From an optimization exercise on the open Yosys and OpenROAD flow, aimed at small area, a short achievable clock period and few clock cycles per item; shortcuts taken in it are not production practice.
Only simulation tests tie the RTL to the original design; equivalence was not proved.

==> run a <==
## hw2core
module hw2core (
    input  wire        clk,
    input  wire        rst,      
    input  wire        start,
    input  wire [2:0]  op,
    input  wire [31:0] a,
    input  wire [31:0] b,
    output wire        busy,
    output wire        done,
    output wire [31:0] r0,
    output wire [31:0] r1
);
Settings: LEC_CHECK=0, ABC_AREA=1, CAP_MARGIN=20, CORE_MARGIN=2, CORE_UTILIZATION=45, PLACE_DENSITY=0.65, SETUP_SLACK_MARGIN=5, SLEW_MARGIN=20, TNS_END_PERCENT=5; clock period 10.0 ns.
run.sh (not shown) runs the stock make flow with config.mk's settings and CLKGATE_MAP_FILE= SYNTH_SCRIPT=/design/flow/synth_recipe.tcl, a recipe that flattens the netlist after the stock synthesis.
==> run b (differences from run a) <==
--- a/flow/config.mk
+++ b/flow/config.mk
@@ -8,8 +8,6 @@
 export ABC_AREA = 1
 export CAP_MARGIN = 20
 export CORE_MARGIN = 2
-export CORE_UTILIZATION = 45
-export PLACE_DENSITY = 0.65
-export SETUP_SLACK_MARGIN = 5
+export CORE_UTILIZATION = 40
+export SETUP_SLACK_MARGIN = 4.5
 export SLEW_MARGIN = 20
-export TNS_END_PERCENT = 5
==> comparison table <==
item	run b	run a
Post-CTS setup buffers	335	181
Critical Path Stages	23	27
Run status	timing/DRC/antenna clean	timing/DRC/antenna clean
Post-route worst hold slack	0.488 ns	0.514 ns
Reg-to-reg startpoint	ma_q[18]	mbe_q[1]
Biggest cell delay along the critical path	0.59 ns	0.46 ns
Proportion of layout cells with a drive suffix above 1	29.7%	17.4%
Register area	5100 um^2	5100 um^2
Detailed-router iteration count before antenna repair	8	9
Nets@finish	5,919	5,700
Die width	297 um	280 um
Vertical die dimension	297 um	280 um
Non-filler cells in the finished layout	6,596	6,211
Count of standard-cell rows	107	101
Final setup slack of the worst path	3.61 ns	3.50 ns
Count of inserted tapcells	1,144	978
Testbench counts of run a, summed over its fixed seeds: cycles 4,229, items 960.
Testbench counts of run b, summed over its fixed seeds: cycles 4,229, items 960.


==> inputs of job 2724 <==
hw2core, a different RTL version from the one above (not shown whole).
==> flow/config.mk <==
export PLATFORM = sky130hd
export DESIGN_NAME = hw2core
export DESIGN_NICKNAME = hw2core
export VERILOG_FILES = /design/flow/design.v
export SDC_FILE = /design/flow/constraint.sdc
export NUM_CORES = 4
export LEC_CHECK = 0
export ABC_AREA = 1
export CAP_MARGIN = 20
export CORE_MARGIN = 2
export CORE_UTILIZATION = 40
export SETUP_SLACK_MARGIN = 5
export SLEW_MARGIN = 20
export TNS_END_PERCENT = 5
==> flow/constraint.sdc <==
create_clock -name core_clock -period 10.0 [get_ports {clk}]
set_input_delay 2.0000 -clock core_clock [delete_from_list [all_inputs] [get_ports {clk}]]
set_output_delay 2.0000 -clock core_clock [all_outputs]
set_load 0.01 [all_outputs]
==> job 6422 (differences from job 2724) <==
--- a/flow/design.v
+++ b/flow/design.v
@@ -113,16 +113,16 @@
     wire [31:0] ash    = a << lza[4:0];
     wire [15:0] frac   = ash[30:15];
     wire        rs_sp  = lza[5] | (lza == 6'd31);        
     wire [13:0] dlt;
     wire [31:0] kad;
     hw2core_seed u_seed (.idx(~lza[4:0]), .dlt(dlt), .kad(kad));
-    wire [32:0] mc = ({33{smc2_q}} & {1'b0, r1_q}) |
-                     ({33{syy_q}}  & {1'b0, b_q[15:0], b_q[15:0]}) |
-                     ({33{sint_q}} & {b_q, 1'b0}) |
-                     {snb_q & r0_q[0] & b_q[0], 32'd0};
+    wire [32:0] mc = {snb_q & r0_q[0] & b_q[0],
+                      ({16{smc2_q}} & r1_q[31:16]) | ({16{syy_q}} & b_q[15:0]) |
+                      ({16{sint_q}} & b_q[31:16]),
+                      ({16{smc2_q}} & r1_q[15:0])  | ({16{syy_q | sint_q}} & b_q[15:0])};
     wire [47:0] prod;
     hw2core_mul u_mul (.ma(ma_q), .bo(mbe_q[8:0]), .bt(mbe_q[17:9]),
                        .bn(mbe_q[26:18]), .mc(mc), .p(prod));
     reg [31:0] dv_rem, dv_d, dv_q;
     reg [32:0] dv_diff;
     integer k;
@@ -199,13 +199,13 @@
                 case (op)
                     OP_DIVREM: b_q <= dsh;
                     OP_RSQRT:  b_q <= kad;
                     default:   b_q <= b;
                 endcase
                 if (op == OP_RSQRT) begin
-                    ma_q  <= {17'd0, dlt, 1'b0};
+                    ma_q  <= {18'd0, dlt};
                     mbe_q <= benc({2'b11, ~frac});
                 end else begin
                     ma_q  <= a;
                     mbe_q <= benc({2'b00, b[15:0]});
                 end
             end
@@ -244,15 +244,15 @@
                     r0_q  <= dv_q;
                     r1_q  <= dv_rem;
                     b_q   <= dv_d;
                     cnt_q <= cnt_q - DIV_K;
                 end
                 st_q[S_RINT]: begin
-                    b_q[15:0] <= prod[32:17];
+                    b_q[15:0] <= prod[31:16];
                     ma_q      <= r1_q;
-                    mbe_q     <= benc({2'b00, prod[32:17]});
+                    mbe_q     <= benc({2'b00, prod[31:16]});
                 end
                 st_q[S_NA]: begin
                     r0_q[0] <= prod[32];
                     ma_q    <= prod[31:0];
                 end
                 st_q[S_NB]: begin
--- a/flow/config.mk
+++ b/flow/config.mk
@@ -6,9 +6,10 @@
 export NUM_CORES = 4
 export LEC_CHECK = 0
 export ABC_AREA = 1
 export CAP_MARGIN = 20
 export CORE_MARGIN = 2
 export CORE_UTILIZATION = 40
-export SETUP_SLACK_MARGIN = 5
+export PLACE_DENSITY = 0.75
+export SETUP_SLACK_MARGIN = 4
 export SLEW_MARGIN = 20
 export TNS_END_PERCENT = 5
==> qor summary <==
Run status: job 6422 timing/DRC/antenna clean; job 2724 timing/DRC/antenna clean
Mean number of vias per cell: job 6422 6.367; job 2724 6.350
Post-CTS setup buffers: job 6422 134; job 2724 197
Clk tree area frac: job 6422 1.385%; job 2724 1.424%
Crit-path max FO: job 6422 5; job 2724 9
CP max-delay cell: job 6422 sky130_fd_sc_hd__fa_1; job 2724 sky130_fd_sc_hd__edfxtp_1
Critical R2R Capture: job 6422 ma_q[1]; job 2724 mbe_q[6]
Met1 track demand over resource: job 6422 46.54%; job 2724 53.46%
Number of distinct library cells after synthesis: job 6422 64; job 2724 67
Clock skew after layout: job 6422 0.01601 ns; job 2724 0.02807 ns
Met2 routed WL: job 6422 75390 µm; job 2724 82230 µm
Later-pin clock latency in the skew report: job 6422 0.48 ns; job 2724 0.53 ns
Highest cell delay on the worst timing path: job 6422 0.60 ns; job 2724 0.59 ns
R2R cell count: job 6422 24; job 2724 29
Fillers: job 6422 8351; job 2724 8480
Number of nets in the layout: job 6422 5689; job 2724 5660
Syn Area/Cell: job 6422 6.916 µm²; job 2724 6.994 µm²
Critical Path AT: job 6422 6.60 ns; job 2724 6.64 ns
Final weighted congestion in routability-driven placement: job 6422 1.121; job 2724 1.089
Share of the final layout cell area in multi-input gates: job 6422 65.09%; job 2724 64.15%
Testbench counts of job 2724, summed over its fixed seeds: cycles 4,229, items 960.
Testbench counts of job 6422, summed over its fixed seeds: cycles 4,229, items 960.


==> try-sierra <==
RTL: one of the versions met above, not the one the previous note started from.
Design hw2core, start of the top module:
module hw2core (
    input  wire        clk,
    input  wire        rst,      
    input  wire        start,
    input  wire [2:0]  op,
    input  wire [31:0] a,
    input  wire [31:0] b,
    output wire        busy,
    output wire        done,
    output wire [31:0] r0,
    output wire [31:0] r1
);
    localparam integer DIV_K = 2;     
    localparam [2:0] OP_CLZ    = 3'd0;
    localparam [2:0] OP_MULW   = 3'd1;
    localparam [2:0] OP_MUL    = 3'd2;
    localparam [2:0] OP_DIVREM = 3'd3;
    localparam [2:0] OP_RSQRT  = 3'd4;
    localparam integer S_FIN = 0, S_MUL1 = 1, S_MUL2 = 2, S_DIV = 3,
                       S_RINT = 4, S_NA = 5, S_NB = 6, S_NC = 7;
    reg        busy_q, done_q;
    reg [7:0]  st_q;
    reg        wide_q;             
    reg        iter_q;             
    reg [4:0]  cnt_q;              
    reg [31:0] b_q;                
    reg [31:0] r0_q, r1_q;
    reg        smc2_q, snb_q, syy_q, sint_q;
    reg [31:0] ma_q;               
    reg [26:0] mbe_q;              
    function [26:0] benc(input [17:0] v);
        reg [18:0] w;
        integer j;
        begin
            w = {v, 1'b0};
            for (j = 0; j < 9; j = j + 1) begin
                benc[j]      = w[2*j+1] ^ w[2*j];
                benc[9 + j]  = (w[2*j+2] & ~w[2*j+1] & ~w[2*j]) |
                               (~w[2*j+2] & w[2*j+1] & w[2*j]);
                benc[18 + j] = w[2*j+2];
  ...
clock: 10.0 ns
lec_check: 0
abc_area: 1
cap_margin: 20
core_margin: 2
core_utilization: 40
setup_slack_margin: 3.8
slew_margin: 20
tns_end_percent: 0
==> try-nickel (differences from try-sierra) <==
--- a/flow/config.mk
+++ b/flow/config.mk
@@ -11,4 +11,4 @@
 export CORE_UTILIZATION = 40
-export SETUP_SLACK_MARGIN = 3.8
+export SETUP_SLACK_MARGIN = 5
 export SLEW_MARGIN = 20
-export TNS_END_PERCENT = 0
+export TNS_END_PERCENT = 5
==> try-juniper (differences from try-sierra) <==
--- a/flow/config.mk
+++ b/flow/config.mk
@@ -11,3 +11,3 @@
 export CORE_UTILIZATION = 40
-export SETUP_SLACK_MARGIN = 3.8
+export SETUP_SLACK_MARGIN = 4.6
 export SLEW_MARGIN = 20
==> summary of the runs <==
- Worst hold slack: try-sierra < try-juniper < try-nickel.
- The highest clock skew belongs to try-nickel, the lowest to try-sierra.
- Between try-nickel and try-juniper, the lower register-to-register slack is in try-juniper (gap 120 ps).
- Cell count, lowest first: try-sierra, try-juniper, try-nickel.
- In synthesized cell count, try-juniper and try-nickel do not differ.
- Between try-sierra and try-juniper, the lower first-iteration DRC count is in try-sierra (gap 8.6%, measured against try-juniper).
==> figures <==
Post-CTS Resized: try-nickel 666; try-juniper 396; try-sierra 401
Measured slew at the worst slew-check pin: try-nickel 1080 ps; try-juniper 1080 ps; try-sierra 1170 ps
Combined buffer and inverter count along the critical path: try-nickel 7; try-juniper 6; try-sierra 4
WL met1: try-nickel 68300 um; try-juniper 68000 um; try-sierra 67600 um
Buffers inserted by post-CTS timing repair: try-nickel 216; try-juniper 129; try-sierra 146
Buffers excl. clock: try-nickel 514; try-juniper 436; try-sierra 430
Highest-delay cell along the critical path: try-nickel sky130_fd_sc_hd__o22ai_1; try-juniper sky130_fd_sc_hd__o22ai_1; try-sierra sky130_fd_sc_hd__dfxtp_1
Crit share post-route: try-nickel 63.4%; try-juniper 64.6%; try-sierra 64.8%
Routed vias/inst: try-nickel 6.28; try-juniper 6.25; try-sierra 6.21
Placed Instances: try-nickel 6073; try-juniper 6068; try-sierra 6069
Final HPWL from detailed placement: try-nickel 137000 um; try-juniper 135000 um; try-sierra 135000 um
Status: try-nickel complete, no violations; try-juniper complete, no violations; try-sierra complete, no violations
Antenna violations before repair: try-nickel 12; try-juniper 8; try-sierra 5
Critical path fanouts, max: try-nickel 15; try-juniper 15; try-sierra 17
Testbench counts of try-sierra, summed over its fixed seeds: cycles 4,229, items 960.
Testbench counts of try-nickel, summed over its fixed seeds: cycles 4,229, items 960.
Testbench counts of try-juniper, summed over its fixed seeds: cycles 4,229, items 960.

-- static timing again, ports no longer ideal --
No port has a modelled driver above. Below, the same layouts with a new extraction and two added sets of constraints. Step 1 sets driving cells, clkbuf_16 on the clock port and buf_2 on the other inputs (assumed; they add their load-dependent delay and slew). Step 2 moves the port delays by t, midway between the first and last clock arrival at a register: inputs arrive t later, outputs are due t later. That takes back most of the time a late clock gives input paths. Slacks: no drivers / after step 1 / after step 2; pairs: no drivers / after step 1.
run	t, ns	setup WS [ns]	worst hold slack (ns)	slew at the worst register clock pin (ns)
run a	0.563	3.504 / 3.504 / 3.138	0.514 / 0.514 / 0.514	0.09 / 0.09
run b	0.572	3.614 / 3.614 / 3.242	0.488 / 0.488 / 0.488	0.10 / 0.10
job 2724	0.576	3.588 / 3.588 / 3.213	0.474 / 0.474 / 0.474	0.09 / 0.09
job 6422	0.530	3.579 / 3.579 / 3.278	0.467 / 0.467 / 0.467	0.08 / 0.08
try-sierra	0.534	3.520 / 3.520 / 3.125	0.477 / 0.477 / 0.477	0.09 / 0.09
try-nickel	0.530	3.656 / 3.656 / 3.255	0.479 / 0.479 / 0.479	0.09 / 0.09
try-juniper	0.559	3.541 / 3.541 / 3.117	0.479 / 0.479 / 0.479	0.09 / 0.09
After both steps every run listed still meets setup and hold. For try-juniper, which loses most, drivers alone change the setup slack by 0.000 ns; drivers and shift together by -0.424 ns.
